From an optimization exercise on the open Yosys and OpenROAD flow, aimed at small area, a short achievable clock period and few clock cycles; shortcuts taken in it are not production practice. No run shown here included a check of the RTL's function; only the layout flow was run. Power is estimated from default activity; no workload was simulated.

## flow/design.v

```verilog
module kbd_scan_react (
    input  wire        clk,
    input  wire        rst,
    input  wire        cmd_valid,
    input  wire [7:0]  cmd,
    output wire        cmd_ready,
    output reg  [7:0]  row_n,
    input  wire [7:0]  col_n,
    input  wire [31:0] rnd_data,
    output reg         rnd_take,
    output wire [17:0] ev,
    output reg         led_valid,
    output reg  [23:0] led_data,
    output reg         draw_valid,
    output wire [1:0]  draw_sprite,
    output wire [2:0]  fault
);
    localparam [1:0] M_RAINBOW = 2'd0, M_LIGHTNING = 2'd1, M_CHASE = 2'd2, M_CHASE2 = 2'd3;
    localparam [3:0] S_IDLE = 4'd0,
                     S_SCAN = 4'd1,    
                     S_POP  = 4'd2,    
                     S_DBW  = 4'd3,    
                     S_LFW  = 4'd4,    
                     S_LF   = 4'd5,    
                     S_LW0  = 4'd6,    
                     S_LT0  = 4'd7,    
                     S_LW1  = 4'd8,    
                     S_LT1  = 4'd9,    
                     S_LR   = 4'd10,   
                     S_LR2  = 4'd11,   
                     S_LT2  = 4'd12,   
                     S_KW0  = 4'd13,   
                     S_KT0  = 4'd14,   
                     S_KT1  = 4'd15;   
    reg [3:0]  st;
    reg        rdy;
    reg        rdy_ok;       
    reg        f_proto, f_ill;
    reg [2:0]  sc_row;
    reg        row_on;
    reg [2:0]  ic;           
    reg [2:0]   phi;
    reg [63:0]  rs;          
    reg [255:0] rc;          
    reg [63:0]  rsn;         
    reg         lap0;        
    reg [3:0]   pass;        
    reg [7:0]   rhot;        
    reg [7:0]   pmask;       
    reg [7:0]   bvalid;
    reg [7:0]   bkind;
    reg [2:0]   brow;
    reg [7:0]   evrow;
    reg [7:0]   ev_r;        
    reg [59:0] lk;           
    reg [11:0] lt;           
    reg [1:0]  fk;           
    reg        fws;          
    reg [7:0]  ft;
    reg        fpend;        
    reg [6:0]  lcnt;
    reg [3:0]  cidx;
    reg [7:0]  cph;          
    reg [1:0]  mode;
    reg [3:0]  rsel;         
    reg [3:0]  jsel;         
    reg        lb;           
    reg        ldim;
    reg [7:0]  p0r;          
    reg [9:0]  a_p3;         
    reg        a_r0, a_r2;   
    reg [8:0]  a_fd;         
    reg        a_fl;         
    reg        a_ty;         
    reg [3:0]  a_d;          
    reg [1:0]  a_m3;         
    reg [1:0]  sprite;
    reg [31:0] dd;           
    reg x_ltf, x_lk, x_lm, x_dt, x_dk, x_lfin, x_lw;
    reg x_prev;              
    reg [3:0]  mnib;         
    reg [3:0]  macc;         
    reg [3:0]  mcnt;
    reg        mvalid;
    assign cmd_ready   = rdy;
    assign draw_sprite = sprite;
    assign fault       = {f_proto, f_ill, 1'b0};
    assign ev          = {ev_r[7:6], 5'd0, ev_r[5:3], 5'd0, ev_r[2:0]};
    wire [7:0]  u_s   = lap0 ? 8'd0  : rs[7:0];
    wire [31:0] u_c   = lap0 ? 32'd0 : rc[31:0];
    wire [7:0]  u_sn  = lap0 ? 8'd0  : rsn[7:0];
    wire        in_pass = (pass != 4'd0);
    reg  [7:0]  u_s2, u_fire, u_pend;
    reg  [31:0] u_c2;
    reg  [3:0]  uc;
    reg         udif;
    integer k;
    always @* begin
        for (k = 0; k < 8; k = k + 1) begin
            uc   = u_c[4*k +: 4];
            udif = u_sn[k] ^ u_s[k];
            u_fire[k] = udif & (uc == 4'd14);
            u_pend[k] = &uc;
            u_s2[k]   = u_s[k] ^ u_fire[k];
            u_c2[4*k +: 4] = udif ? ((&uc) ? 4'd1 : uc + 4'd1) : 4'd0;
        end
    end
    wire        u_fany   = |u_fire;
    reg         u_hot;
    always @* begin
        u_hot = 1'b0;
        for (k = 0; k < 8; k = k + 1)
            u_hot = u_hot | (u_c2[4*k +: 4] == 4'd14);
    end
    wire [7:0]  lowmask  = (8'd1 << phi) - 8'd1;
    wire        ld_now   = !in_pass && (bvalid == 8'd0) && evrow[phi] && ((evrow & lowmask) == 8'd0);
    wire        q_any    = (bvalid != 8'd0) || (evrow != 8'd0);
    wire [7:0]  bmask    = (8'd1 << brow) - 8'd1;
    wire        pop_wait = (bvalid != 8'd0) ? ((pmask & bmask) != 8'd0) : ((pmask != 8'd0) || (evrow != 8'd0));
    reg [2:0] b_col;
    integer n;
    always @* begin
        b_col = 3'd0;
        for (n = 7; n >= 0; n = n - 1)
            if (bvalid[n]) b_col = n;
    end
    wire b_kind  = bkind[b_col];
    wire b_press = (bvalid != 8'd0) && b_kind;
    wire [2:0] sn_wp = sc_row - phi - 3'd1;
    wire       sample = (st == S_SCAN) && row_on;
    reg [7:0] bv_nx, evrow_nx, bkind_nx;
    reg [2:0] brow_nx;
    always @* begin
        bv_nx = bvalid; evrow_nx = evrow; bkind_nx = bkind; brow_nx = brow;
        if (in_pass) begin
            if (u_fany) begin
                if ((bvalid == 8'd0 && evrow == 8'd0) || (bvalid != 8'd0 && phi < brow)) begin
                    if (bvalid != 8'd0) evrow_nx[brow] = 1'b1;
                    brow_nx = phi; bv_nx = u_fire; bkind_nx = u_sn;
                end else
                    evrow_nx[phi] = 1'b1;
            end
        end else if (ld_now) begin
            brow_nx = phi; bv_nx = u_pend; bkind_nx = u_s;
            evrow_nx[phi] = 1'b0;
        end
    end
    wire [7:0] bv_pop = bvalid & ~(8'd1 << b_col);
    wire [7:0] ev_pop = (bvalid == 8'd0) ? 8'd0 : {1'b1, b_kind, brow, b_col};
    wire [3:0] m15   = (macc == 4'd15) ? 4'd0 : macc;
    wire [2:0] m5    = (m15 >= 4'd10) ? m15 - 4'd10 : (m15 >= 4'd5) ? m15 - 4'd5 : m15;
    wire [1:0] m3    = (m15 >= 4'd12) ? m15 - 4'd12 : (m15 >= 4'd9) ? m15 - 4'd9 :
                       (m15 >= 4'd6) ? m15 - 4'd6 : (m15 >= 4'd3) ? m15 - 4'd3 : m15;
    wire       r_trig = (mnib[1:0] == 2'd0) && (m5 == 3'd0);
    wire [1:0] m43   = (mnib[1:0] == 2'd3) ? 2'd0 : mnib[1:0];
    wire [2:0] jt    = {1'b0, m3} + 3'd3 - {1'b0, m43};
    wire [1:0] jq    = (jt >= 3'd3) ? jt[1:0] - 2'd3 : jt[1:0];
    wire [3:0] r_j   = {jq, mnib[1:0]};
    wire [4:0] ms1   = {1'b0, macc} + {1'b0, mnib};
    wire [3:0] ms3   = ms1[3:0] + {3'd0, ms1[4]};
    wire is_L   = (mode == M_LIGHTNING);
    wire is_C   = (mode == M_CHASE);
    wire [6:0] k_last  = (mode == M_CHASE2) ? 7'd99 : 7'd9;
    wire       lt_fire = (lcnt == k_last);
    wire       scan_go = (ic >= 3'd3) && !in_pass;
    wire frame_x = x_ltf | x_lk | x_lm | x_lfin | x_lw;
    wire lf_ok   = !frame_x && !x_prev;
    wire dd_hit = x_dk ? 1'b0 : x_dt ? (dd == 32'd398) : (dd == 32'd399);
    wire [1:0] spr_t = (sprite == 2'd1) ? 2'd2 : 2'd1;
    wire [3:0] t_lk  = mvalid ? S_KT0 : S_KW0;
    wire [3:0] t_db  = in_pass ? S_DBW : S_IDLE;
    wire [3:0] t_pop = pop_wait ? S_POP : (b_press && is_L) ? t_lk : S_IDLE;
    wire [3:0] t_lt  = (lt_fire && is_L) ? (mvalid ? S_LT0 : S_LW0) : S_IDLE;
    wire [3:0] t_lkc = is_L ? t_lk : S_IDLE;
    wire [3:0] t_lf  = lf_ok ? S_LF : S_LFW;
    wire       pop_press = !pop_wait && b_press;
    reg [3:0] st_nx;
    reg       rdy_nx, rdyok_nx, take_nx, lfin_nx, lw_nx, lb_ld, ldim_ld, jsel_ld;
    reg [3:0] rsel_nx;
    reg [2:0] scrow_nx;
    reg [7:0] rown_nx;
    reg       rowon_nx;
    always @* begin
        st_nx = st; rdy_nx = rdy; rdyok_nx = rdy_ok; take_nx = 1'b0;
        lfin_nx = 1'b0; lw_nx = 1'b0; lb_ld = 1'b0; ldim_ld = 1'b0; jsel_ld = 1'b0;
        rsel_nx = rsel; scrow_nx = sc_row; rown_nx = row_n; rowon_nx = row_on;
        case (st)
        S_SCAN: begin
            if (row_on) begin
                rown_nx = 8'hFF; rowon_nx = 1'b0; scrow_nx = sc_row + 3'd1;
                if (sc_row == 3'd7) begin
                    st_nx = S_IDLE; rdy_nx = 1'b1; rdyok_nx = 1'b1;
                end
            end else if (scan_go) begin
                rown_nx = ~(8'd1 << sc_row); rowon_nx = 1'b1;
            end
        end
        S_DBW: if (!in_pass) begin
            st_nx = S_IDLE; rdy_nx = 1'b1; rdyok_nx = !q_any;
        end
        S_POP: if (!pop_wait) begin
            st_nx = t_pop; rdy_nx = (t_pop == S_IDLE); rdyok_nx = (t_pop == S_IDLE);
            take_nx = b_press && is_L && mvalid;
        end
        S_LFW: if (lf_ok) st_nx = S_LF;
        S_LF: begin
            if (rsel == 4'd12) begin
                st_nx = S_IDLE; rdy_nx = 1'b1; rdyok_nx = 1'b1; rsel_nx = 4'd1;
            end else
                rsel_nx = rsel + 4'd1;
        end
        S_LW0: if (mvalid) begin
            st_nx = S_LT0; take_nx = 1'b1;
        end
        S_LT0: begin
            if (r_trig)
                st_nx = S_LW1;
            else begin
                st_nx = S_IDLE; rdy_nx = 1'b1; rdyok_nx = 1'b1; lfin_nx = 1'b1;
            end
        end
        S_LW1: if (mvalid) begin
            st_nx = S_LT1; take_nx = 1'b1; rsel_nx = r_j;
        end
        S_LT1: begin
            st_nx = S_LR; rsel_nx = 4'd1; jsel_ld = 1'b1;
        end
        S_LR: begin
            st_nx = S_LR2; ldim_ld = 1'b1;
        end
        S_LR2: begin
            if (ldim) begin
                st_nx = S_LT2; take_nx = 1'b1;
            end else begin
                st_nx = S_IDLE; rdy_nx = 1'b1; rdyok_nx = 1'b1; lfin_nx = 1'b1;
            end
        end
        S_LT2: begin
            lb_ld = 1'b1;
            st_nx = S_IDLE; rdy_nx = 1'b1; rdyok_nx = 1'b1; lfin_nx = 1'b1; lw_nx = 1'b1;
        end
        S_KW0: if (mvalid) begin
            st_nx = S_KT0; take_nx = 1'b1;
        end
        S_KT0: begin
            st_nx = S_KT1; take_nx = 1'b1; jsel_ld = 1'b1;
        end
        S_KT1: begin
            lb_ld = 1'b1;
            st_nx = S_IDLE; rdy_nx = 1'b1; rdyok_nx = 1'b1; lw_nx = 1'b1;
        end
        default: ;
        endcase
    end
    wire pop_s = (st == S_POP) && !pop_wait;
    wire [3:0] st_d;
    wire       rdy_d, rdyok_d, fill_d, fproto_d, xltf_d, xlk_d, xlm_d, xdt_d, xdk_d;
    wire       dv_d, take_d, rowon_d;
    wire [3:0] pass_d;
    wire [6:0] lcnt_d;
    wire [1:0] mode_d, spr_d;
    wire [7:0] ev_d, bv_d, rown_d;
    wire [2:0] scrow_d;
    kbd_scan_react_cmd u_cmd (
        .cmd(cmd), .cmd_valid(cmd_valid), .rdy_ok(rdy_ok),
        .st_nx(st_nx), .t_db(t_db), .t_pop(t_pop), .t_lt(t_lt), .t_lkc(t_lkc), .t_lf(t_lf),
        .rdy_nx(rdy_nx), .rdyok_nx(rdyok_nx),
        .r_db(t_db == S_IDLE), .r_pop(t_pop == S_IDLE), .r_lt(t_lt == S_IDLE), .r_lkc(t_lkc == S_IDLE),
        .ro_db(!in_pass && !q_any),
        .f_ill(f_ill), .fproto_nx(f_proto || (st == S_DBW && !in_pass && q_any)),
        .db_proto(!in_pass && q_any),
        .pass_nx(in_pass ? pass - 4'd1 : (st == S_DBW && !q_any) ? 4'd8 : 4'd0),
        .lcnt(lcnt), .lcnt_lt(lt_fire ? 7'd0 : lcnt + 7'd1),
        .mode(mode),
        .ltf_lt(lt_fire && !is_L), .lk_lk(is_C), .lk_pop(pop_press && is_C),
        .xlk_nx(pop_s && b_press && is_C), .dk_pop(pop_press), .xdk_nx(pop_s && b_press),
        .spr_t(spr_t), .spr_nx((pop_s && b_press) ? spr_t : sprite), .dd_hit(dd_hit),
        .dv_nx(pop_s && b_press),
        .take_nx(take_nx), .take_lt(lt_fire && is_L && mvalid), .take_lk(is_L && mvalid),
        .take_pop(pop_press && is_L && mvalid),
        .pop_ok(!pop_wait), .ev_pop(ev_pop), .ev_nx(pop_s ? ev_pop : ev_r),
        .bv_pop(bv_pop), .bv_nx(pop_s ? bv_pop : bv_nx),
        .scrow_nx(scrow_nx), .rown_nx(rown_nx), .rowon_nx(rowon_nx), .scan_go(scan_go),
        .st_d(st_d), .rdy_d(rdy_d), .rdyok_d(rdyok_d), .fill_d(fill_d), .fproto_d(fproto_d),
        .pass_d(pass_d), .lcnt_d(lcnt_d), .mode_d(mode_d), .xltf_d(xltf_d), .xlk_d(xlk_d),
        .xlm_d(xlm_d), .xdt_d(xdt_d), .xdk_d(xdk_d), .spr_d(spr_d), .dv_d(dv_d), .take_d(take_d),
        .ev_d(ev_d), .bv_d(bv_d), .scrow_d(scrow_d), .rown_d(rown_d), .rowon_d(rowon_d));
    wire a_step = (st == S_LF && rsel != 4'd12) || (st == S_LT1);
    wire       f_rb  = (fk == 2'd0);
    wire       f_c2  = (fk == 2'd3);
    wire [3:0] d0    = (f_c2 && cidx >= 4'd6) ? cidx - 4'd6 : cidx;
    wire [7:0] a0_p  = f_rb ? ft : cph - {4'd0, d0};
    wire [9:0] a0_p3 = {2'd0, p0r} + {1'd0, p0r, 1'b0};
    wire [10:0] a_dp3 = f_rb ? (fws ? ((a_m3 == 2'd2) ? 11'd66 : 11'd63) : 11'd0)
                             : (a_d == 4'd0) ? (f_c2 ? -11'd15 : -11'd33) : 11'd3;
    wire [10:0] a_s3  = {1'b0, a_p3} + a_dp3;
    wire [9:0]  a_p3n = {a_s3[10] ? 2'b10 : (a_s3[9:8] == 2'b11) ? 2'b00 : a_s3[9:8], a_s3[7:0]};
    wire [3:0]  a_dn  = (a_d == 4'd0) ? (f_c2 ? 4'd5 : 4'd11) : a_d - 4'd1;
    wire [1:0]  a_m3n = (a_m3 == 2'd2) ? 2'd0 : a_m3 + 2'd1;
    wire [9:0]  n_p3  = a_step ? a_p3n : a0_p3;
    wire [3:0]  n_sel = a_step ? rsel : 4'd0;
    wire [4:0]  n_k   = f_rb ? 5'd0 : lk[5*n_sel +: 5];
    wire       b_r0  = a_r0;
    wire       b_r2  = a_r2;
    wire [7:0] b_3q  = a_p3[7:0] + {6'd0, b_r2, !b_r0 && !b_r2};
    wire [7:0] lo_v  = a_fl ? (a_ty ? 8'd128 : 8'd255) : b_3q;
    wire [7:0] hi_v  = a_fl ? 8'd255 : ~b_3q;
    wire [9:0] lo_d  = {2'd0, lo_v} - {1'b0, a_fd};
    wire [9:0] hi_d  = {2'd0, hi_v} - {1'b0, a_fd};
    wire [7:0] lo_f  = lo_d[9] ? 8'd0 : lo_d[7:0];
    wire [7:0] hi_f  = hi_d[9] ? 8'd0 : hi_d[7:0];
    wire [7:0] c_r   = (a_fl | b_r2) ? lo_f : b_r0 ? hi_f : 8'd0;
    wire [7:0] c_g   = a_fl ? lo_f : b_r0 ? 8'd0 : b_r2 ? hi_f : lo_f;
    wire [7:0] c_b   = (a_fl | !(b_r0 | b_r2)) ? hi_f : b_r0 ? lo_f : 8'd0;
    wire       c_dim = c_r < 8'd100;
    wire [3:0] cidx_next = (cidx == 4'd11) ? 4'd0 : cidx + 4'd1;
    wire [3:0] cidx_twin = (cidx_next >= 4'd6) ? cidx_next - 4'd6 : cidx_next + 4'd6;
    wire chase_upd = x_ltf & mode[1];
    wire l_clear   = x_lm & (mode != M_RAINBOW);
    wire l_fade    = chase_upd | x_lfin;
    reg [59:0] lk_n;
    reg [11:0] lt_n;
    reg        wr;
    integer i;
    always @* begin
        for (i = 0; i < 12; i = i + 1) begin
            wr = ((chase_upd | x_lk) & ((i == cidx_next) || (mode == M_CHASE2 && i == cidx_twin))) |
                 (x_lw & (i == jsel));
            lt_n[i] = (x_lw & (i == jsel)) ? lb : lt[i];
            if (l_clear)
                lk_n[5*i +: 5] = 5'd31;
            else if (wr)
                lk_n[5*i +: 5] = l_fade ? 5'd1 : 5'd0;
            else if (l_fade && lk[5*i +: 5] != 5'd31)
                lk_n[5*i +: 5] = lk[5*i +: 5] + 5'd1;
            else
                lk_n[5*i +: 5] = lk[5*i +: 5];
        end
    end
    always @(posedge clk) begin
        led_data <= {c_g, c_r, c_b};
        p0r  <= a0_p;
        a_p3 <= n_p3;
        a_r0 <= (n_p3 < 10'd255);
        a_r2 <= (n_p3 >= 10'd510);
        a_fd <= {n_k, 3'd0} + {2'd0, n_k, 1'b0};
        a_ty <= lt[n_sel];
        a_fl <= (fk == 2'd1);
        a_d  <= a_step ? a_dn  : d0;
        a_m3 <= a_step ? a_m3n : 2'd0;
        lt   <= lt_n;
        bkind <= bkind_nx;
        brow  <= brow_nx;
        if (jsel_ld) jsel <= r_j;
        if (lb_ld)   lb   <= rnd_data[0];
        if (ldim_ld) ldim <= c_dim;
        rs  <= {in_pass ? u_s2 : u_s, rs[63:8]};
        rc  <= {in_pass ? u_c2 : u_c, rc[255:32]};
        rsn <= {u_sn, rsn[63:8]};
        if (sample)
            rsn[8*sn_wp +: 8] <= ~col_n;
        if (rst) begin
            st <= S_IDLE; rdy <= 1'b1; rdy_ok <= 1'b1;
            f_proto <= 1'b0; f_ill <= 1'b0;
            sc_row <= 3'd0; row_on <= 1'b0; ic <= 3'd0; row_n <= 8'hFF;
            phi <= 3'd0; lap0 <= 1'b1; pass <= 4'd0; rhot <= 8'd0; pmask <= 8'd0;
            bvalid <= 8'd0; evrow <= 8'd0; ev_r <= 8'd0;
            lk <= {12{5'd31}}; fk <= 2'd1; fws <= 1'b0; ft <= 8'd255; fpend <= 1'b0;
            lcnt <= 7'd0; cidx <= 4'd0; cph <= 8'd255; mode <= M_RAINBOW;
            rsel <= 4'd1;
            sprite <= 2'd0; dd <= 32'd0;
            x_ltf <= 1'b0; x_lk <= 1'b0; x_lm <= 1'b0;
            x_dt <= 1'b0; x_dk <= 1'b0; x_lfin <= 1'b0; x_lw <= 1'b0; x_prev <= 1'b0;
            rnd_take <= 1'b0; led_valid <= 1'b0; draw_valid <= 1'b0;
            mcnt <= 4'd0; macc <= 4'd0; mvalid <= 1'b0;
        end else begin
            if (rnd_take) begin
                mcnt <= 4'd0; macc <= 4'd0; mvalid <= 1'b0;
            end else if (!mvalid) begin
                if (!mcnt[3])
                    mnib <= rnd_data[4*(~mcnt[2:0]) +: 4];
                if (mcnt != 4'd0)
                    macc <= ms3;
                if (mcnt[3])
                    mvalid <= 1'b1;
                else
                    mcnt <= mcnt + 4'd1;
            end
            ic <= row_on ? 3'd0 : (ic[2] ? 3'd4 : ic + 3'd1);
            phi   <= phi + 3'd1;
            if (phi == 3'd7) lap0 <= 1'b0;
            evrow <= evrow_nx;
            if (in_pass) begin
                rhot[phi]  <= u_hot;
                pmask[phi] <= 1'b0;
            end
            if (pass_d == 4'd8)
                pmask <= rhot;
            lk <= lk_n;
            if (x_lm) begin
                if (mode == M_RAINBOW)
                    fpend <= 1'b1;
                else begin
                    fk <= mode; cidx <= 4'd0; cph <= 8'd255;
                end
            end else if (chase_upd | x_lk) begin
                cidx <= cidx_next;
                cph  <= cph + 8'd1;
            end
            if (x_ltf && mode == M_RAINBOW) begin
                fk <= 2'd0;
                if (fpend) begin
                    fws <= 1'b1; ft <= 8'd0; fpend <= 1'b0;
                end else
                    ft <= ft + 8'd1;
            end
            if (x_dk)
                dd <= 32'd0;
            else if (x_dt)
                dd <= dd + 32'd1;
            x_prev <= frame_x;
            st      <= st_d;
            rdy     <= rdy_d;
            rdy_ok  <= rdyok_d;
            f_ill   <= fill_d;
            f_proto <= fproto_d;
            pass    <= pass_d;
            lcnt    <= lcnt_d;
            mode    <= mode_d;
            x_ltf   <= xltf_d;
            x_lk    <= xlk_d;
            x_lm    <= xlm_d;
            x_dt    <= xdt_d;
            x_dk    <= xdk_d;
            x_lfin  <= lfin_nx;
            x_lw    <= lw_nx;
            sprite  <= spr_d;
            draw_valid <= dv_d;
            rnd_take   <= take_d;
            ev_r    <= ev_d;
            bvalid  <= bv_d;
            sc_row  <= scrow_d;
            row_n   <= rown_d;
            row_on  <= rowon_d;
            rsel    <= rsel_nx;
            led_valid <= (st == S_LF);
        end
    end
endmodule
module kbd_scan_react_cmd (
    input  wire [7:0] cmd,
    input  wire       cmd_valid,
    input  wire       rdy_ok,
    input  wire [3:0] st_nx, t_db, t_pop, t_lt, t_lkc, t_lf,
    input  wire       rdy_nx, rdyok_nx, r_db, r_pop, r_lt, r_lkc, ro_db,
    input  wire       f_ill, fproto_nx, db_proto,
    input  wire [3:0] pass_nx,
    input  wire [6:0] lcnt, lcnt_lt,
    input  wire [1:0] mode,
    input  wire       ltf_lt, lk_lk, lk_pop, xlk_nx, dk_pop, xdk_nx,
    input  wire [1:0] spr_t, spr_nx,
    input  wire       dd_hit, dv_nx,
    input  wire       take_nx, take_lt, take_lk, take_pop,
    input  wire       pop_ok,
    input  wire [7:0] ev_pop, ev_nx, bv_pop, bv_nx,
    input  wire [2:0] scrow_nx,
    input  wire [7:0] rown_nx,
    input  wire       rowon_nx, scan_go,
    output wire [3:0] st_d,
    output wire       rdy_d, rdyok_d, fill_d, fproto_d,
    output wire [3:0] pass_d,
    output wire [6:0] lcnt_d,
    output wire [1:0] mode_d,
    output wire       xltf_d, xlk_d, xlm_d, xdt_d, xdk_d,
    output wire [1:0] spr_d,
    output wire       dv_d, take_d,
    output wire [7:0] ev_d, bv_d,
    output wire [2:0] scrow_d,
    output wire [7:0] rown_d,
    output wire       rowon_d
);
    wire ok     = cmd_valid & rdy_ok;
    wire a_scan = ok & (cmd == 8'h10);
    wire a_db   = ok & (cmd == 8'h20);
    wire a_pop  = ok & (cmd == 8'h21);
    wire a_lt   = ok & (cmd == 8'h30);
    wire a_lk   = ok & (cmd == 8'h31);
    wire a_lf   = ok & (cmd == 8'h32);
    wire a_lm   = ok & (cmd[7:2] == 6'b001101);
    wire a_dt   = ok & (cmd == 8'h40);
    wire a_dk   = ok & (cmd == 8'h41);
    wire a_ill  = ok & ~((cmd == 8'h10) | (cmd == 8'h20) | (cmd == 8'h21) | (cmd == 8'h30) |
                         (cmd == 8'h31) | (cmd == 8'h32) | (cmd[7:2] == 6'b001101) |
                         (cmd == 8'h40) | (cmd == 8'h41));
    assign st_d     = a_scan ? 4'd1 : a_db ? t_db : a_pop ? t_pop : a_lt ? t_lt :
                      a_lk ? t_lkc : a_lf ? t_lf : st_nx;
    assign rdy_d    = (a_scan | a_lf) ? 1'b0 : a_db ? r_db : a_pop ? r_pop : a_lt ? r_lt :
                      a_lk ? r_lkc : rdy_nx;
    assign rdyok_d  = (a_scan | a_lf | a_ill) ? 1'b0 : a_db ? ro_db : a_pop ? r_pop :
                      a_lt ? r_lt : a_lk ? r_lkc : rdyok_nx;
    assign fill_d   = f_ill | a_ill;
    assign fproto_d = fproto_nx | (a_db & db_proto);
    assign pass_d   = (a_db & ro_db) ? 4'd8 : pass_nx;
    assign lcnt_d   = a_lt ? lcnt_lt : a_lm ? 7'd0 : lcnt;
    assign mode_d   = a_lm ? cmd[1:0] : mode;
    assign xltf_d   = a_lt & ltf_lt;
    assign xlk_d    = (a_lk & lk_lk) | (a_pop & lk_pop) | xlk_nx;
    assign xlm_d    = a_lm;
    assign xdt_d    = a_dt;
    assign xdk_d    = a_dk | (a_pop & dk_pop) | xdk_nx;
    assign spr_d    = (a_dk | (a_pop & dk_pop)) ? spr_t : (a_dt & dd_hit) ? 2'd0 : spr_nx;
    assign dv_d     = a_dk | (a_dt & dd_hit) | (a_pop & dk_pop) | dv_nx;
    assign take_d   = (a_lt & take_lt) | (a_lk & take_lk) | (a_pop & take_pop) | take_nx;
    assign ev_d     = (a_pop & pop_ok) ? ev_pop : ev_nx;
    assign bv_d     = (a_pop & pop_ok) ? bv_pop : bv_nx;
    assign scrow_d  = a_scan ? 3'd0 : scrow_nx;
    assign rown_d   = a_scan ? (scan_go ? 8'hFE : 8'hFF) : rown_nx;
    assign rowon_d  = a_scan ? scan_go : rowon_nx;
endmodule
```

## flow/config.mk

```make
export PLATFORM = sky130hd
export DESIGN_NAME = kbd_scan_react
export DESIGN_NICKNAME = kbd_scan_react
export VERILOG_FILES = /design/flow/design.v
export SDC_FILE = /design/flow/constraint.sdc
export NUM_CORES = 8
export LEC_CHECK = 0
export CAP_MARGIN = 20
export CORE_MARGIN = 2
export CORE_UTILIZATION = 40
export PLACE_DENSITY = 0.6
export SLEW_MARGIN = 20
export SYNTH_HIERARCHICAL = 1
```

## flow/constraint.sdc

```tcl
create_clock -name core_clock -period 14.0 [get_ports {clk}]
set_input_delay 2.8000 -clock core_clock [delete_from_list [all_inputs] [get_ports {clk}]]
set_output_delay 2.8000 -clock core_clock [all_outputs]
set_load 0.01 [all_outputs]
```

## flow/flow/run.sh

```bash
#!/bin/bash
# Standard ORFS layout (standard synthesis, unchanged). Timing repair aims at a
# larger setup slack than the default so that the achieved period is short.
set -euo pipefail
bash standard.sh SETUP_SLACK_MARGIN=10.5 CTS_CLUSTER_SIZE=24 CTS_CLUSTER_DIAMETER=70 finish > standard.log 2>&1
```

## flow/standard.sh

```bash
#!/bin/bash
# synth_recipe.tcl (not shown) runs the flow's synth.tcl, then flattens the netlist and writes it again
# the make line also repeats each setting of config.mk as NAME=value (left out here)
make -C /OpenROAD-flow-scripts/flow DESIGN_CONFIG=/design/flow/config.mk WORK_HOME=/design/flow/orfs CLKGATE_MAP_FILE= SYNTH_SCRIPT=/design/flow/synth_recipe.tcl "${@:-finish}"
```

==> results of run 1 <==
[modules after synthesis (local to each module, per instance)]
module              times used  flip-flops and latches  cells
kbd_scan_react               1                     673   2862
kbd_scan_react_cmd           1                       0    167
[worst max-delay path: stages]
cell and delay [ps]:
buf_12 110, or4b_4 560, nor3_4 240, buf_12 170, nand2_8 110, mux2_4 340, nor2b_1 130
[power breakdown]
| group | internal, mW | switching, mW |
|---|---|---|
| clock | 0.595 | 0.708 |
| combinational | 0.0542 | 0.0782 |
| sequential | 1.92 | 0.0124 |
| total | 2.57 | 0.799 |
[cells in the mapped netlist, types with 24 or more instances]
| library cell | count | area [um^2] |
|---|---|---|
| nor2b_1 | 94 | 588 |
| a31oi_1 | 25 | 156 |
| inv_1 | 109 | 409 |
| ha_1 | 129 | 1610 |
| or2_2 | 31 | 194 |
| dfxtp_1 | 661 | 13200 |
| a22o_1 | 51 | 447 |
| xnor2_1 | 58 | 508 |
| o21ai_0 | 186 | 931 |
| mux2_2 | 28 | 315 |
| nand2b_1 | 46 | 288 |
| nor3_1 | 78 | 390 |
| clkbuf_1 | 94 | 353 |
| nand3_1 | 89 | 445 |
| nand2_1 | 272 | 1020 |
| nor2_1 | 223 | 837 |
| xor2_1 | 69 | 604 |
| mux2i_1 | 51 | 510 |
| nand4_1 | 38 | 238 |
| and3_1 | 43 | 269 |
| o22ai_1 | 24 | 150 |
| nor4_1 | 29 | 181 |
| a21oi_1 | 124 | 621 |
[final cells by class]
cell class	count	area [um^2]	area share, %
multi-input combinational	2114	15100	45.2
clock inverter	20	260	0.777
clock buffer	46	1090	3.24
timing repair buffer	180	1700	5.06
inverter	113	449	1.34
tap	950	1190	3.55
sequential	673	13700	40.8
[routing by layer]
metal / wire, um / vias to the layer above / global-route usage (%)
met5: 0 / - / 0
met4: 1630 / 0 / 5.32
met3: 2770 / 107 / 2.35
met2: 34600 / 478 / 32.0
met1: 32000 / 10900 / 24.0
li1: - / 10900 / -
[worst paths after layout]
path | startpoint | to
worst min register to register | rc[62] | rc[30]
worst min-delay path | rc[62] | rc[30]
worst max-delay path | cmd[4] | bvalid[2]
worst max register to register | a_r0 | ldim
[cells by family after synthesis]
group	Yosys count	synth area share [%]
simple gates	1077	19.3
mux	100	4.27
fa+ha+maj	137	6.19
other cells	2	0.0262
compound gates	650	15.1
flops	673	47.4
xor+xnor	127	3.88
buf+inv	263	3.78
[cells in the final DEF (no fill, tap or decap), drive strengths merged, types with 11 or more instances in the layout]
cell type	count
o21a	12
clkbuf	48
nor2b	94
xor2	69
a31oi	26
inv	123
a21oi	124
conb	20
a211oi	21
mux4	11
o31ai	17
nor2	226
buf	169
nor3	81
nor3b	18
a22o	54
mux2i	51
nand4	39
and3	43
nand2b	46
nand3	91
nand3b	17
or3	16
edfxtp	12
and2	25
a2111oi	13
o22ai	24
o211ai	23
o21ai	194
o21bai	14
nor4	30
mux2	38
nand2	274
a21o	16
dfxtp	661
ha	129
xnor2	58
or2	32
[sequential cells by signal (all words and copies together), names as in the netlist, 10 cells and up]
register  flops
dd           32
rc          256
rsn          64
a_p3         10
rs           64
led_data     24
lk           60
[what timing repair did]
action | in CTS | in global routing
endpoints found under the setup margin | 289 | 230
buffers inserted | 65 | 31
resized for setup | 432 | 118
pin swaps | 57 | 54
gates cloned | 4 | 1
==> out/metrics.cfg, run 1 <==
[run_status]
outcome=timing/DRC/antenna clean

[clock_network]
clk_pin_slew_ps=90
cts_tree=built
cts_made_buffers=41
cts_root_buffer=clkbuf_16
cts_hold_buf=0
htreeDepth=2
clockBufferDepth=3
clkSinkCount=673
clk_latency_ps=610

[pwr]
vdd.ir_drop.worst_mv=0.111
p_leak_nw=12.7
power_mw=3.37
powerDensity_nw_per_um2=101

[floorplanning]
dieArea_um2=73800
rows=98
boundaryPins=110
die_h_um=272
core-area_um2=71200
initial_utilization_pct=40.2
die-width_um=272

[min_path]
hold_depth=0
hold_class=reg2reg

[cells_and_area]
layout-drive-gt1-share_pct=17.2
stdcell_count=4096
synthToLayoutAreaGrowth_pct=16.8
nNetsFinal=3311
num_antenna_cells=0
fillers=6563
final_util_pct=47.0
final_area_um2=33500

[synthesis]
synth.yosys.seq_area_share_pct=47.4
async_reset_ff_share_pct=0
ys_types=110
syn_area_per_cell_um2=9.46
yosysWarnings=7
synthFlopType=dfxtp_1
synth_seq_cells=673
synthesis.area_um2=28700
syn_inst=3029
synth_edf_count=12

[worst_setup_path]
crit_fanout=8
reg2reg_slack_ps=10080
reg2reg_depth=16
critPathRequiredTime_ps=14470
crit_type=in2reg
cp-start-kind=input pin
crit_arrival_ps=4470
critPathCaptureType=register

[timing]
hold_slack_ps=323
maxSlewViolCount=0
fin_crit_sh_pct=28.6
setup_tns_ps=0
clock.fmax_mhz=250
maxSlewHeadroom_pct=30.9
rsz0062_at_grt=true
hold_viol=0
worstMarginPinSlew_ps=1030
post-route-min-period_ps=4000
setup_violations=0
skew_ps=29.2
setup_ws_ps=10000

[placement]
placed_cells=3929
hpwl_mm=47.4
gp_congestion=0.900
pre_cts_slack_ps=8090
port_buffers=66
placed_cell_area_um2=30300

[routing]
drc_errors=0
drt-initial-drc-count=1390
routed_wl_mm=71.0
vias_per_cell=5.45
ant_nets=0
drt_first_pass_iters=5
routedWlPerCell_um=17.3
num_vias=22300

[global_route]
grt-ovfl-total=0
antenna_found_initial=0
grt_pass1_wl_mm=113
grt_max_degree=69
globalRouteTotalUtil_pct=18.5
grt_pass1_vias=21700

[run]
cap_violations=0

==> run 2: changes to the inputs <==
==> flow/flow/run.sh (replaced) <==
#!/bin/bash
# Standard ORFS layout (standard synthesis, unchanged). Timing repair aims at a
# larger setup slack than the default so that the achieved period is short.
set -euo pipefail
bash standard.sh SETUP_SLACK_MARGIN=9.0 CTS_CLUSTER_SIZE=24 CTS_CLUSTER_DIAMETER=70 finish > standard.log 2>&1
==> run 2 against run 1 <==
Largest cell class unchanged. Via count is 2.7% lower. Sequential power hardly changed. Critical endpoint is now sprite[0]. Largest power group unchanged. Maximum frequency is 17% lower. Synthesized area stayed put.
==> out/metrics.cfg, run 2 <==
[synthesis]
async_reset_ff_share_pct=0  ; unchanged
yosysWarnings=7  ; unchanged
synthFlopType=dfxtp_1
synth_top_area_share_pct=46.2  ; unchanged
ys_types=110  ; unchanged
syn_area_per_cell_um2=9.46  ; unchanged
synth_largest_area_cell=dfxtp_1
synth_edf_count=12  ; unchanged
yosysMostFrequentCell=dfxtp_1
syn_inst=3029  ; unchanged
synth_commonest_cells=dfxtp_1 (661), nand2_1 (272), nor2_1 (223)
synth_seq_cells=673  ; unchanged
synth.yosys.seq_area_share_pct=47.4  ; unchanged
synthTopCellsByArea=dfxtp_1 (46%), ha_1 (5.6%), nand2_1 (3.6%), o21ai_0 (3.2%), nor2_1 (2.9%)
synthesis.area_um2=28700  ; unchanged

[timing]
setup_violations=0  ; unchanged
hold_viol=0  ; unchanged
maxSlewViolCount=0  ; unchanged
rsz0062_at_grt=false
setup_tns_ps=0  ; unchanged
worstMarginPinSlew_ps=1130  ; +99.9 ps
clock.fmax_mhz=207  ; -17%
post-route-min-period_ps=4820  ; +820 ps
skew_ps=31.2  ; +1.97 ps
fin_crit_sh_pct=34.4  ; +5.9 points
maxSlewHeadroom_pct=24.1  ; -6.7 points

[routing]
ant_nets=0  ; unchanged
drc_errors=0  ; unchanged
routed_wl_mm=67.2  ; -5.3%
num_vias=21700  ; -2.7%
vias_per_cell=5.42  ; -0.46%
wl_met2_mm=32.2  ; -6.8%
drt_first_pass_iters=8  ; +3
top_layer=met4
routedWlPerCell_um=16.8  ; -3.1%
wl_met1_mm=30.7  ; -4.2%
route.met3.wl_mm=2.90  ; +4.6%
drt-initial-drc-count=1710  ; +23%

[pwr]
powerDensity_nw_per_um2=105  ; +4.0%
p_leak_nw=11.8  ; -7.1%
vdd.ir_drop.worst_mv=0.115  ; +3.8%

[worst_setup_path]
rr_startpoint=a_r2
critPathRequiredTime_ps=14470  ; about the same
cp-start-kind=input pin
crit_type=in2reg
cp-startpoint=cmd[2]
reg2reg_depth=16  ; unchanged
crit_arrival_ps=5290  ; +820 ps
critPathCaptureType=register
crit_fanout=7  ; -1

[global_route]
globalRouteTotalUtil_pct=17.9  ; -0.56 points
grt_pass1_wl_mm=110  ; -2.8%
grt-ovfl-total=0  ; unchanged
grt_pass1_vias=21000  ; -3.1%
antenna_found_initial=0  ; unchanged
grt_max_degree=81  ; +17%

[clock_network]
cts_tree=built
clk_latency_ps=610  ; about the same
clkSinkCount=673  ; unchanged
clockBufferDepth=3  ; unchanged
htreeDepth=2  ; unchanged
cts_hold_buf=0  ; unchanged
cts_made_buffers=40  ; -2.4%
clk_pin_slew_ps=90  ; about the same
cts_root_buffer=clkbuf_16

[cells_and_area]
layout-drive-gt1-share_pct=7.33  ; -9.9 points
final_util_pct=44.2  ; -2.8 points
layout_common_cells=dfxtp_1 (657), nand2_1 (272), nor2_1 (222)
final_area_um2=31500  ; -6.0%
nNetsFinal=3220  ; -2.7%
fillers=6822  ; +3.9%
synthToLayoutAreaGrowth_pct=9.79
largest_register=rc
reg_top3=rc: 256 flops, rs: 64 flops, rsn: 64 flops
final_common_cell=dfxtp_1
largest_register_ffs=256  ; unchanged
num_antenna_cells=0  ; unchanged

[run_status]
outcome=timing/DRC/antenna clean

[floorplanning]
core-area_um2=71200  ; unchanged
rows=98  ; unchanged
dieArea_um2=73800  ; unchanged
die-width_um=272  ; unchanged
boundaryPins=110  ; unchanged
initial_utilization_pct=40.2  ; unchanged
die_h_um=272  ; unchanged

[placement]
hpwl_mm=47.4  ; +0.18%
port_buffers=66  ; unchanged
gp_congestion=0.911  ; +1.2%
placed_cell_area_um2=30100  ; -0.73%

[min_path]
hold_class=reg2reg
min_from=rc[119]
hold_depth=0  ; unchanged

[run]
cap_violations=0  ; unchanged

[run 2: metrics by stage]
stage	setup WS, ps	cells	power (mW)	hold slack (ps)
3_5_place_dp	7970	3931	2.09	312
3_3_place_gp	8030	3931	2.08	310
5_1_grt	9010	4004	3.42	313
4_1_cts	9030	3996	3.33	309
2_1_floorplan	9100	3047	2.06	310
6_report	9180	4004	3.29	310
[run 2: final timing paths]
kind,endpoint,slack [ps]
worst min-delay path,rc[87],310
worst max-delay path,sprite[0],9180
worst max register to register,ldim,9250
worst min register to register,rc[87],310
[run 2: where the power goes]
| part | total, mW | switching, mW | internal (mW) |
|---|---|---|---|
| sequential | 1.94 | 0.0126 | 1.92 |
| combinational | 0.109 | 0.0672 | 0.0416 |
| clock | 1.25 | 0.690 | 0.560 |
[run 2: timing repair]
item,in CTS,in global routing
endpoints found under the hold margin,0,0
setup endpoints to repair,9,17
pin swaps,1,2
gates resized for setup,5,7
buffers inserted,1,8
[run 2: area by class of cell]
cell class / count / area [um^2] / share of cell area, %
clock buffer: 44 / 1030 / 3.26
clock inverter: 20 / 245 / 0.779
inverter: 113 / 424 / 1.35
multi-input combinational: 2111 / 14100 / 44.9
sequential: 673 / 13600 / 43.2
tap: 950 / 1190 / 3.78
timing repair buffer: 93 / 863 / 2.74
[run 2: cell families after synthesis]
kind of cell | share of synthesized area, %
multiplexers | 4.27
adder cells (fa/ha/maj) | 6.19
buffers and inverters | 3.78
AO/OA/AOI/OAI | 15.1
XOR/XNOR | 3.88
other | 0.0262
flip-flops | 47.4
AND/OR/NAND/NOR | 19.3
[run 2: metal layers]
layer  up-vias  track usage (%)
met2       513             30.7
met3       106             2.13
li1      10700                -
met4         0             4.77
met5         -                0
met1     10400             23.7
[run 2: per-module statistics from Yosys (local to each module, per instance)]
module	cells inside	copies in the design
kbd_scan_react	2862	1
kbd_scan_react_cmd	167	1
[run 2: worst max-delay path, cell delays in order]
cell,delay [ps]
clkdlybuf4s50_1,540
nand4bb_4,350
buf_4,210
a2111oi_1,780
a41oi_1,210
a22o_1,280
nor2b_1,120
==> run 3: changes to the inputs <==
==> flow/flow/run.sh (replaced) <==
#!/bin/bash
# Standard ORFS layout (standard synthesis, unchanged). Timing repair aims at a
# larger setup slack than the default so that the achieved period is short.
set -euo pipefail
bash standard.sh SETUP_SLACK_MARGIN=9.6 CTS_CLUSTER_SIZE=24 CTS_CLUSTER_DIAMETER=70 finish > standard.log 2>&1
==> run 3 against run 2 <==
Global-route usage is 0.056 points lower. Final cell count barely moved. Flip-flop and latch count did not move. Register-to-register slack better by 560 ps. First-iteration DRC count fell by 5.4%. Setup slack improved by 450 ps. Worst hold slack gained 16 ps. Utilization increased by 0.20 points. Routed wire length rose by 0.31%. Critical path type is now reg2out. Largest cell class unchanged.
==> out/metrics.cfg, run 3 <==
[cells_and_area]
largest_register_ffs=256  ; unchanged
final_common_cell=dfxtp_1
reg_top3=rc: 256 flops, rs: 64 flops, rsn: 64 flops
layout_common_cells=dfxtp_1 (655), nand2_1 (272), nor2_1 (221)
nNetsFinal=3220  ; unchanged
largest_register=rc
layout-drive-gt1-share_pct=8.15  ; +0.82 points
fillers=6711  ; -1.6%
final_util_pct=44.4  ; +0.20 points
num_antenna_cells=0  ; unchanged
synthToLayoutAreaGrowth_pct=10.3

[floorplanning]
boundaryPins=110  ; unchanged
initial_utilization_pct=40.2  ; unchanged
dieArea_um2=73800  ; unchanged
die-width_um=272  ; unchanged
die_h_um=272  ; unchanged
rows=98  ; unchanged
core-area_um2=71200  ; unchanged

[synthesis]
synth_largest_area_cell=dfxtp_1
synth.yosys.seq_area_share_pct=47.4  ; unchanged
yosysMostFrequentCell=dfxtp_1
yosysWarnings=7  ; unchanged
ys_types=110  ; unchanged
synth_seq_cells=673  ; unchanged
synth_top_area_share_pct=46.2  ; unchanged
synthesis.area_um2=28700  ; unchanged
synth_commonest_cells=dfxtp_1 (661), nand2_1 (272), nor2_1 (223)
synthFlopType=dfxtp_1
syn_inst=3029  ; unchanged
synthTopCellsByArea=dfxtp_1 (46%), ha_1 (5.6%), nand2_1 (3.6%), o21ai_0 (3.2%), nor2_1 (2.9%)
async_reset_ff_share_pct=0  ; unchanged
synth_edf_count=12  ; unchanged
syn_area_per_cell_um2=9.46  ; unchanged

[global_route]
antenna_found_initial=0  ; unchanged
globalRouteTotalUtil_pct=17.8  ; -0.056 points
grt_max_degree=86  ; +6.2%
grt-ovfl-total=0  ; unchanged
grt_pass1_wl_mm=110  ; -0.24%
grt_pass1_vias=21300  ; +1.5%

[timing]
rsz0062_at_grt=true
maxSlewViolCount=0  ; unchanged
clock.fmax_mhz=229  ; +10%
post-route-min-period_ps=4370  ; -453 ps
hold_slack_ps=326  ; +15.8 ps
fin_crit_sh_pct=31.2  ; -3.2 points
hold_viol=0  ; unchanged
maxSlewHeadroom_pct=26.8  ; +2.7 points
setup_violations=0  ; unchanged
setup_tns_ps=0  ; unchanged
skew_ps=32.5  ; +1.37 ps
setup_ws_ps=9630  ; +453 ps
worstMarginPinSlew_ps=1090  ; -39.9 ps

[worst_setup_path]
critPathRequiredTime_ps=11200  ; -3270 ps
crit_type=reg2out
r2r_end=ldim
reg2reg_slack_ps=9810  ; +560 ps
critical_path_cell_count=1  ; -6
reg2reg_depth=16  ; unchanged
cp_cell_sequence=clkdlybuf4s50_1
max_stage_delay_ps=570  ; -210 ps
cp-start-kind=register
cp_top_family=buffers and inverters
cp_num_buf_inv=1  ; -1
crit_fanout=2  ; -5
cp-startpoint=ev_r[4]
critPathCaptureType=output pin
crit_arrival_ps=1570  ; -3720 ps
critPathCapture=ev[9]
cp_slowest_cell=clkdlybuf4s50_1
rr_startpoint=a_r2

[min_path]
min_from=rs[27]
hold_class=reg2reg

[clock_network]
clockBufferDepth=3  ; unchanged
clk_latency_ps=620  ; about the same
cts_tree=built
cts_made_buffers=40  ; unchanged
cts_hold_buf=0  ; unchanged
clkSinkCount=673  ; unchanged
clk_pin_slew_ps=100  ; about the same
cts_root_buffer=clkbuf_16
htreeDepth=2  ; unchanged

[routing]
drc_errors=0  ; unchanged
num_vias=21600  ; -0.40%
routedWlPerCell_um=16.8  ; +0.29%
drt_first_pass_iters=6  ; -2
vias_per_cell=5.40  ; -0.42%
drt-initial-drc-count=1618  ; -5.4%
routed_wl_mm=67.4  ; +0.31%
ant_nets=0  ; unchanged

[run]
cap_violations=0  ; unchanged

[run_status]
outcome=timing/DRC/antenna clean

[placement]
port_buffers=66  ; unchanged
pre_cts_slack_ps=8240  ; +264 ps
gp_congestion=0.891  ; -2.2%
hpwl_mm=47.2  ; -0.48%

[pwr]
p_leak_nw=11.9  ; +0.66%
vdd.ir_drop.worst_mv=0.103  ; -11%
powerDensity_nw_per_um2=105  ; +0.43%

==> run 3: changes by cell type in the layout (fill, tap and decap cells not counted), moves of 3 or more <==
cell,change
and2_1,-3
and2_4,+3
clkbuf_2,+3
clkdlybuf4s50_1,-15
clkinv_4,-4
dlygate4sd2_1,+11
nor3_1,-3
==> run 3: cell families after synthesis <==
logic type / Yosys count / share of synthesized area (%)
flops: 673 / 47.4
other cells: 2 / 0.0262
mux: 100 / 4.27
buf+inv: 263 / 3.78
xor+xnor: 127 / 3.88
fa+ha+maj: 137 / 6.19
simple gates: 1077 / 19.3
compound gates: 650 / 15.1
==> run 3: layout make-up <==
type	instances	area, um^2	share of cell area [%]
Clock inverter	18	239	0.756
Multi-Input combinational cell	2112	14300	45.1
Inverter	113	428	1.35
Clock buffer	47	1070	3.38
Sequential cell	673	13600	43.0
Tap cell	950	1190	3.76
Timing Repair Buffer	92	820	2.59
==> run 3: worst min path at each step <==
stage                     endpoint  slack [ps]  cells after the start
after floorplan              rc[0]         310                      0
after global routing        rc[23]         330                      0
final                       rs[19]         330                      0
after global placement     rc[196]         310                      0
after detailed placement   rc[138]         310                      0
after CTS                   rs[19]         330                      0
==> run 3: through the flow <==
| stage | power, mW | instances | area [um^2] |
|---|---|---|---|
| floorplan | 2.06 | 3047 | 28800 |
| global placement | 2.08 | 3928 | 30100 |
| detailed placement | 2.09 | 3928 | 30100 |
| CTS | 3.36 | 4000 | 31500 |
| global route | 3.44 | 4005 | 31600 |
| finish | 3.32 | 4005 | 31600 |
==> run 3: what timing repair did <==
action | 4_1_cts | 5_1_grt
gates cloned | 0 | 1
pin swaps | 6 | 12
buffers inserted | 7 | 4
resized for setup | 38 | 22
setup endpoints to repair | 79 | 27
==> run 3: layer usage <==
layer  GRT usage [%]  up-vias  share of wire, %
met3            2.02      104               3.5
met5               0        -                 0
met4            5.84        0               2.8
met2            31.2      476                48
met1            22.9    10400                46
li1                -    10700                 -
==> run 3: power by group <==
group / switching (mW) / internal [mW]
sequential: 0.0124 / 1.92
combinational: 0.0681 / 0.0402
clock: 0.689 / 0.591
total: 0.770 / 2.55
==> run 3: Yosys stat by module (local to each module, per instance) <==
module              cells  times used
kbd_scan_react       2862           1
kbd_scan_react_cmd    167           1
==> run 4: changes to the inputs <==
--- a/flow/design.v
+++ b/flow/design.v
@@ -69,7 +69,7 @@
     reg [7:0]  p0r;          
     reg [9:0]  a_p3;         
     reg        a_r0, a_r2;   
-    reg [8:0]  a_fd;         
+    reg [4:0]  a_k;          
     reg        a_fl;         
     reg        a_ty;         
     reg [3:0]  a_d;          
@@ -77,7 +77,7 @@
     reg [1:0]  sprite;
     reg [31:0] dd;           
     reg x_ltf, x_lk, x_lm, x_dt, x_dk, x_lfin, x_lw;
-    reg x_prev;              
+    reg x_prev, x_prev2;     
     reg [3:0]  mnib;         
     reg [3:0]  macc;         
     reg [3:0]  mcnt;
@@ -110,7 +110,7 @@
     always @* begin
         u_hot = 1'b0;
         for (k = 0; k < 8; k = k + 1)
-            u_hot = u_hot | (u_c2[4*k +: 4] == 4'd14);
+            u_hot = u_hot | ((u_sn[k] ^ u_s[k]) & (u_c[4*k +: 4] == 4'd13));
     end
     wire [7:0]  lowmask  = (8'd1 << phi) - 8'd1;
     wire        ld_now   = !in_pass && (bvalid == 8'd0) && evrow[phi] && ((evrow & lowmask) == 8'd0);
@@ -164,7 +164,7 @@
     wire       lt_fire = (lcnt == k_last);
     wire       scan_go = (ic >= 3'd3) && !in_pass;
     wire frame_x = x_ltf | x_lk | x_lm | x_lfin | x_lw;
-    wire lf_ok   = !frame_x && !x_prev;
+    wire lf_ok   = !frame_x && !x_prev && !x_prev2;
     wire dd_hit = x_dk ? 1'b0 : x_dt ? (dd == 32'd398) : (dd == 32'd399);
     wire [1:0] spr_t = (sprite == 2'd1) ? 2'd2 : 2'd1;
     wire [3:0] t_lk  = mvalid ? S_KT0 : S_KW0;
@@ -202,7 +202,9 @@
             st_nx = t_pop; rdy_nx = (t_pop == S_IDLE); rdyok_nx = (t_pop == S_IDLE);
             take_nx = b_press && is_L && mvalid;
         end
-        S_LFW: if (lf_ok) st_nx = S_LF;
+        S_LFW: if (lf_ok) begin
+            st_nx = S_LF; rsel_nx = 4'd2;
+        end
         S_LF: begin
             if (rsel == 4'd12) begin
                 st_nx = S_IDLE; rdy_nx = 1'b1; rdyok_nx = 1'b1; rsel_nx = 4'd1;
@@ -261,6 +263,8 @@
     wire [1:0] mode_d, spr_d;
     wire [7:0] ev_d, bv_d, rown_d;
     wire [2:0] scrow_d;
+    wire [3:0] rsel_d;
+    wire       ledv_d;
     kbd_scan_react_cmd u_cmd (
         .cmd(cmd), .cmd_valid(cmd_valid), .rdy_ok(rdy_ok),
         .st_nx(st_nx), .t_db(t_db), .t_pop(t_pop), .t_lt(t_lt), .t_lkc(t_lkc), .t_lf(t_lf),
@@ -281,11 +285,14 @@
         .pop_ok(!pop_wait), .ev_pop(ev_pop), .ev_nx(pop_s ? ev_pop : ev_r),
         .bv_pop(bv_pop), .bv_nx(pop_s ? bv_pop : bv_nx),
         .scrow_nx(scrow_nx), .rown_nx(rown_nx), .rowon_nx(rowon_nx), .scan_go(scan_go),
+        .lf_ok(lf_ok), .rsel_nx(rsel_nx), .ledv_nx((st == S_LF) || (st == S_LFW && lf_ok)),
+        .step_nx(a_step), .s_a(s_a), .z_a(z_a),
         .st_d(st_d), .rdy_d(rdy_d), .rdyok_d(rdyok_d), .fill_d(fill_d), .fproto_d(fproto_d),
         .pass_d(pass_d), .lcnt_d(lcnt_d), .mode_d(mode_d), .xltf_d(xltf_d), .xlk_d(xlk_d),
         .xlm_d(xlm_d), .xdt_d(xdt_d), .xdk_d(xdk_d), .spr_d(spr_d), .dv_d(dv_d), .take_d(take_d),
-        .ev_d(ev_d), .bv_d(bv_d), .scrow_d(scrow_d), .rown_d(rown_d), .rowon_d(rowon_d));
-    wire a_step = (st == S_LF && rsel != 4'd12) || (st == S_LT1);
+        .ev_d(ev_d), .bv_d(bv_d), .scrow_d(scrow_d), .rown_d(rown_d), .rowon_d(rowon_d),
+        .rsel_d(rsel_d), .ledv_d(ledv_d), .n_a(n_a));
+    wire a_step = (st == S_LF && rsel != 4'd12) || (st == S_LFW && lf_ok) || (st == S_LT1);
     wire       f_rb  = (fk == 2'd0);
     wire       f_c2  = (fk == 2'd3);
     wire [3:0] d0    = (f_c2 && cidx >= 4'd6) ? cidx - 4'd6 : cidx;
@@ -297,14 +304,17 @@
     wire [9:0]  a_p3n = {a_s3[10] ? 2'b10 : (a_s3[9:8] == 2'b11) ? 2'b00 : a_s3[9:8], a_s3[7:0]};
     wire [3:0]  a_dn  = (a_d == 4'd0) ? (f_c2 ? 4'd5 : 4'd11) : a_d - 4'd1;
     wire [1:0]  a_m3n = (a_m3 == 2'd2) ? 2'd0 : a_m3 + 2'd1;
-    wire [9:0]  n_p3  = a_step ? a_p3n : a0_p3;
-    wire [3:0]  n_sel = a_step ? rsel : 4'd0;
-    wire [4:0]  n_k   = f_rb ? 5'd0 : lk[5*n_sel +: 5];
+    wire [23:0] s_a   = {a_p3n, a_p3n < 10'd255, a_p3n >= 10'd510,
+                         f_rb ? 5'd0 : lk[5*rsel +: 5], lt[rsel], a_dn, a_m3n};
+    wire [23:0] z_a   = {a0_p3, a0_p3 < 10'd255, a0_p3 >= 10'd510,
+                         f_rb ? 5'd0 : lk[4:0], lt[0], d0, 2'd0};
+    wire [23:0] n_a;
     wire       b_r0  = a_r0;
     wire       b_r2  = a_r2;
     wire [7:0] b_3q  = a_p3[7:0] + {6'd0, b_r2, !b_r0 && !b_r2};
     wire [7:0] lo_v  = a_fl ? (a_ty ? 8'd128 : 8'd255) : b_3q;
     wire [7:0] hi_v  = a_fl ? 8'd255 : ~b_3q;
+    wire [8:0] a_fd  = {a_k, 3'd0} + {2'd0, a_k, 1'b0};    
     wire [9:0] lo_d  = {2'd0, lo_v} - {1'b0, a_fd};
     wire [9:0] hi_d  = {2'd0, hi_v} - {1'b0, a_fd};
     wire [7:0] lo_f  = lo_d[9] ? 8'd0 : lo_d[7:0];
@@ -340,14 +350,8 @@
     always @(posedge clk) begin
         led_data <= {c_g, c_r, c_b};
         p0r  <= a0_p;
-        a_p3 <= n_p3;
-        a_r0 <= (n_p3 < 10'd255);
-        a_r2 <= (n_p3 >= 10'd510);
-        a_fd <= {n_k, 3'd0} + {2'd0, n_k, 1'b0};
-        a_ty <= lt[n_sel];
+        {a_p3, a_r0, a_r2, a_k, a_ty, a_d, a_m3} <= n_a;
         a_fl <= (fk == 2'd1);
-        a_d  <= a_step ? a_dn  : d0;
-        a_m3 <= a_step ? a_m3n : 2'd0;
         lt   <= lt_n;
         bkind <= bkind_nx;
         brow  <= brow_nx;
@@ -370,15 +374,25 @@
             rsel <= 4'd1;
             sprite <= 2'd0; dd <= 32'd0;
             x_ltf <= 1'b0; x_lk <= 1'b0; x_lm <= 1'b0;
-            x_dt <= 1'b0; x_dk <= 1'b0; x_lfin <= 1'b0; x_lw <= 1'b0; x_prev <= 1'b0;
+            x_dt <= 1'b0; x_dk <= 1'b0; x_lfin <= 1'b0; x_lw <= 1'b0; x_prev <= 1'b0; x_prev2 <= 1'b0;
             rnd_take <= 1'b0; led_valid <= 1'b0; draw_valid <= 1'b0;
             mcnt <= 4'd0; macc <= 4'd0; mvalid <= 1'b0;
         end else begin
             if (rnd_take) begin
                 mcnt <= 4'd0; macc <= 4'd0; mvalid <= 1'b0;
             end else if (!mvalid) begin
-                if (!mcnt[3])
-                    mnib <= rnd_data[4*(~mcnt[2:0]) +: 4];
+                if (!mcnt[3]) begin
+                    case (mcnt[2:0])
+                    3'd0: mnib <= rnd_data[31:28];
+                    3'd1: mnib <= rnd_data[27:24];
+                    3'd2: mnib <= rnd_data[23:20];
+                    3'd3: mnib <= rnd_data[19:16];
+                    3'd4: mnib <= rnd_data[15:12];
+                    3'd5: mnib <= rnd_data[11:8];
+                    3'd6: mnib <= rnd_data[7:4];
+                    default: mnib <= rnd_data[3:0];
+                    endcase
+                end
                 if (mcnt != 4'd0)
                     macc <= ms3;
                 if (mcnt[3])
@@ -418,7 +432,8 @@
                 dd <= 32'd0;
             else if (x_dt)
                 dd <= dd + 32'd1;
-            x_prev <= frame_x;
+            x_prev  <= frame_x;
+            x_prev2 <= x_prev;
             st      <= st_d;
             rdy     <= rdy_d;
             rdy_ok  <= rdyok_d;
@@ -442,8 +457,8 @@
             sc_row  <= scrow_d;
             row_n   <= rown_d;
             row_on  <= rowon_d;
-            rsel    <= rsel_nx;
-            led_valid <= (st == S_LF);
+            rsel    <= rsel_d;
+            led_valid <= ledv_d;
         end
     end
 endmodule
@@ -466,6 +481,10 @@
     input  wire [2:0] scrow_nx,
     input  wire [7:0] rown_nx,
     input  wire       rowon_nx, scan_go,
+    input  wire       lf_ok,
+    input  wire [3:0] rsel_nx,
+    input  wire       ledv_nx, step_nx,
+    input  wire [23:0] s_a, z_a,
     output wire [3:0] st_d,
     output wire       rdy_d, rdyok_d, fill_d, fproto_d,
     output wire [3:0] pass_d,
@@ -477,7 +496,10 @@
     output wire [7:0] ev_d, bv_d,
     output wire [2:0] scrow_d,
     output wire [7:0] rown_d,
-    output wire       rowon_d
+    output wire       rowon_d,
+    output wire [3:0] rsel_d,
+    output wire       ledv_d,
+    output wire [23:0] n_a
 );
     wire ok     = cmd_valid & rdy_ok;
     wire a_scan = ok & (cmd == 8'h10);
@@ -516,4 +538,8 @@
     assign scrow_d  = a_scan ? 3'd0 : scrow_nx;
     assign rown_d   = a_scan ? (scan_go ? 8'hFE : 8'hFF) : rown_nx;
     assign rowon_d  = a_scan ? scan_go : rowon_nx;
+    wire   lf_go    = a_lf & lf_ok;
+    assign rsel_d   = lf_go ? 4'd2 : rsel_nx;
+    assign ledv_d   = lf_go | ledv_nx;
+    assign n_a      = (lf_go | step_nx) ? s_a : z_a;
 endmodule
==> flow/flow/run.sh (replaced) <==
#!/bin/bash
# Standard ORFS layout (standard synthesis, unchanged). Timing repair aims at a
# larger setup slack than the default so that the achieved period is short.
set -euo pipefail
bash standard.sh SETUP_SLACK_MARGIN=10 CTS_CLUSTER_SIZE=24 CTS_CLUSTER_DIAMETER=70 finish > standard.log 2>&1
==> run 4 against run 3 <==
First-iteration DRC count fell by 19%. Worst hold slack got worse by 2.7 ps. Non-clock buffer count is 77 higher. Highest routed layer is now met5. Utilization increased by 1.7 points. Sequential power increased by 6%. Still clean on timing, DRC and antenna. Cell area rose by 11%. Clock power rose by 12%. Final cell count increased by 8.8%. Register-to-register slack better by 290 ps. Critical endpoint is now pmask[4]. Largest cell class unchanged. Clock skew increased by 4.7 ps. Global-route usage is 0.40 points higher.
==> out/metrics.cfg, run 4 <==
[pwr]
power_switching_mw=1.02  ; +32%
p_seq_share_pct=53.3  ; -4.9 points
powerDensity_nw_per_um2=110  ; +4.6%
p_clk_share_pct=37.1  ; -1.4 points
pwr-share-comb_pct=9.5  ; +6.2 points
vdd.ir_drop.worst_mv=0.107  ; +3.8%
p_int_mw=2.84  ; +11%
p_leak_nw=13.3  ; +12%
p_sw_share_pct=26.4  ; +3.2 points
power_mw=3.86  ; +16%

[cells_and_area]
layout_common_cells=dfxtp_1 (632), nand2_1 (275), nor2_1 (244)
num_antenna_cells=0  ; unchanged
reg_top3=rc: 256 flops, rs: 64 flops, rsn: 64 flops
largest_register_ffs=256  ; unchanged
fillers=7242  ; +7.9%
layout-drive-gt1-share_pct=12.6  ; +4.5 points
nNetsFinal=3520  ; +9.3%
largest_register=rc
final_util_pct=46.1  ; +1.7 points
final_common_cell=dfxtp_1
synthToLayoutAreaGrowth_pct=13.7

[timing]
worstMarginPinSlew_ps=1110  ; +25.0 ps
setup_violations=0  ; unchanged
setup_tns_ps=0  ; unchanged
clock.fmax_mhz=225  ; -1.8%
maxSlewViolCount=0  ; unchanged
rsz0062_at_grt=true
maxSlewHeadroom_pct=25.7  ; -1.2 points
post-route-min-period_ps=4450  ; +80.8 ps
fin_crit_sh_pct=31.8  ; +0.58 points
hold_viol=0  ; unchanged
skew_ps=37.2  ; +4.68 ps

[routing]
ant_nets=0  ; unchanged
drt-initial-drc-count=1312  ; -19%
drc_errors=0  ; unchanged
vias_per_cell=5.33  ; -1.3%
drt_first_pass_iters=5  ; -1
num_vias=23200  ; +7.5%
routedWlPerCell_um=16.6  ; -1.3%
routed_wl_mm=72.5  ; +7.5%

[synthesis]
yosysWarnings=7  ; unchanged
syn_area_per_cell_um2=9.60  ; +1.4%
synth.area.mux_share_pct=5.88  ; +1.6 points
synth_compound_area_share_pct=15.1  ; +0.048 points
synthFlopType=dfxtp_1
ys_types=111  ; +0.91%
synth_xor_area_share_pct=3.83  ; -0.045 points
yosysMostFrequentCell=dfxtp_1
synth_top_area_share_pct=43.1  ; -3.0 points
synth_largest_area_cell=dfxtp_1
async_reset_ff_share_pct=0  ; unchanged
synthSimpleGateAreaFrac_pct=18.1  ; -1.3 points
synthTopCellsByArea=dfxtp_1 (43%), ha_1 (6.4%), nand2_1 (3.4%), edfxtp_1 (3.2%), o21ai_0 (3.2%)
synth_edf_count=33  ; +21
synth_top_family_by_area=simple AND/OR/NAND/NOR gates
synth_seq_cells=697  ; +3.6%
synth_fa_ha_area_share_pct=7.02  ; +0.83 points
syn_inst=3212  ; +6.0%
synthesis.area_um2=30800  ; +7.6%
synth_commonest_cells=dfxtp_1 (664), nand2_1 (279), nor2_1 (246)
synth.yosys.seq_area_share_pct=46.3  ; -1.1 points

[clock_network]
cts_tree=built
clk_pin_slew_ps=90  ; about the same
clkSinkCount=697  ; +3.6%
cts_hold_buf=0  ; unchanged
cts_root_buffer=clkbuf_16
htreeDepth=2  ; unchanged
clockBufferDepth=3  ; unchanged
cts_made_buffers=46  ; +15%
clk_latency_ps=620  ; about the same

[floorplanning]
die_h_um=282  ; +3.7%
dieArea_um2=79300  ; +7.4%
boundaryPins=110  ; unchanged
core-area_um2=76100  ; +6.8%
rows=101  ; +3.1%
initial_utilization_pct=40.5  ; +0.29 points
die-width_um=282  ; +3.7%

[min_path]
hold_class=reg2reg

[global_route]
grt_max_degree=79  ; -8.1%
grt-ovfl-total=0  ; unchanged
antenna_found_initial=7  ; +7
globalRouteTotalUtil_pct=18.2  ; +0.40 points
grt_pass1_wl_mm=118  ; +7.7%
grt_pass1_vias=22200  ; +4.4%

[placement]
gp_congestion=0.861  ; -3.4%
port_buffers=98  ; +48%
hpwl_mm=49.9  ; +5.7%

[worst_setup_path]
crit_arrival_ps=4940  ; +3370 ps
crit_type=in2reg
cp-start-kind=input pin
critPathCaptureType=register
crit_fanout=8  ; +6
critPathRequiredTime_ps=14490  ; +3290 ps

[run_status]
outcome=timing/DRC/antenna clean

[run]
cap_violations=0  ; unchanged

-- run 4: cell types whose count changed after synthesis, sizes merged, moves of 16 or more --
cell and delta:
ha +28, a22o -16, mux2 +22, nor2 +23, a21oi +29, inv +16, a32o +19, edfxtp +21
-- run 4: critical path, stage by stage --
cell and delay [ps]:
buf_12 100, or4_4 520, nand3b_1 250, nor2_4 180, nand2_2 90, and2_4 160
or4b_4 620, o211ai_1 130, a21oi_1 90
-- run 4: Yosys stat by module (local to each module, per instance) --
module              flip-flops and latches  cells inside  cell area (um^2)
kbd_scan_react_cmd                       0           215              1670
kbd_scan_react                         697          2997             29200
-- run 4: final timing paths --
path,start,to,slack (ps),cells after the start
setup / recovery,cmd[1],pmask[4],9550,9
hold / removal,rc[75],rc[43],320,0
setup reg to reg,a_r0,ldim,10100,16
hold reg to reg,rc[75],rc[43],320,0
-- run 4: area by class of cell --
| cell class | instances | area [um^2] | area share (%) |
|---|---|---|---|
| multi-input cells | 2257 | 15900 | 45.3 |
| clock inverters | 26 | 373 | 1.06 |
| inverters | 131 | 500 | 1.43 |
| clock buffers | 49 | 1170 | 3.34 |
| well taps | 1030 | 1290 | 3.68 |
| flip-flops and latches | 697 | 14400 | 40.9 |
| repair buffers | 169 | 1490 | 4.26 |
-- run 4: routing by layer --
metal	global-route usage [%]	up-vias	share of wire (%)
met2	30.5	485	47
met3	2.62	122	4.6
met1	24.1	11100	46
met4	6.36	10	3.2
met5	0	-	0.069
li1	-	11600	-
-- run 4: cells by family after synthesis --
kind of cell	after synthesis
and+or+nand+nor	1091
buffers and inverters	277
xor gates and xnor gates	135
muxes	139
other	2
AOI/OAI and AO/OA	704
adders and majority gates	167
DFF	697
-- run 4: stage by stage --
step           std cells  hold slack, ps  area, um^2  setup slack, ps
2_1_floorplan       3230             310       31100             8870
3_3_place_gp        4229             310       32700             8110
3_5_place_dp        4229             312       32700             8060
4_1_cts             4339             324       34800             9590
5_1_grt             4359             325       35100             9490
6_report            4359             323       35100             9550
-- run 4: power groups by stage --
stage / clock network, mW / registers [mW] / logic [mW]
floorplan: 0 / 2.08 / 0.282
global placement: 0 / 2.10 / 0.342
detailed placement: 0 / 2.10 / 0.346
CTS: 1.48 / 2.05 / 0.356
global route: 1.55 / 2.06 / 0.422
finish: 1.43 / 2.06 / 0.368
-- run 4: timing repair --
item,4_1_cts,5_1_grt
pin swaps,35,22
resized for setup,279,40
setup endpoints to repair,232,138
setup buffers,32,20
gates cloned,3,0

-- what the ideal ports hide --
Ports are ideal in the flow. The routed layouts listed here were re-timed in OpenROAD. Step 1 sets driving cells, clkbuf_16 on the clock port and buf_2 on the other inputs (assumed; they add their load-dependent delay and slew). Step 2 times the ports against the registers' clock, not the clock port: input delays grow and output delays shrink by t, the midpoint of the rising clock arrivals with the driver on. a / b / c = no drivers / after step 1 / after step 2; a / b = the first two.
run | t (ns) | setup slack, ns | worst setup path after step 2 | latest minus earliest clock arrival (ns)
run 1 | 0.663 | 9.999 / 10.014 / 9.351 | input to register | 0.030 / 0.030
run 2 | 0.655 | 9.179 / 9.219 / 8.565 | input to register | 0.031 / 0.031
run 3 | 0.656 | 9.632 / 9.571 / 9.085 | input to register | 0.042 / 0.042
run 4 | 0.670 | 9.551 / 9.534 / 8.864 | input to register | 0.046 / 0.046
After both steps setup and hold are still met in every run listed. The setup slack of run 4, which loses most, moves by -0.017 ns with the drivers and by -0.687 ns with both steps.
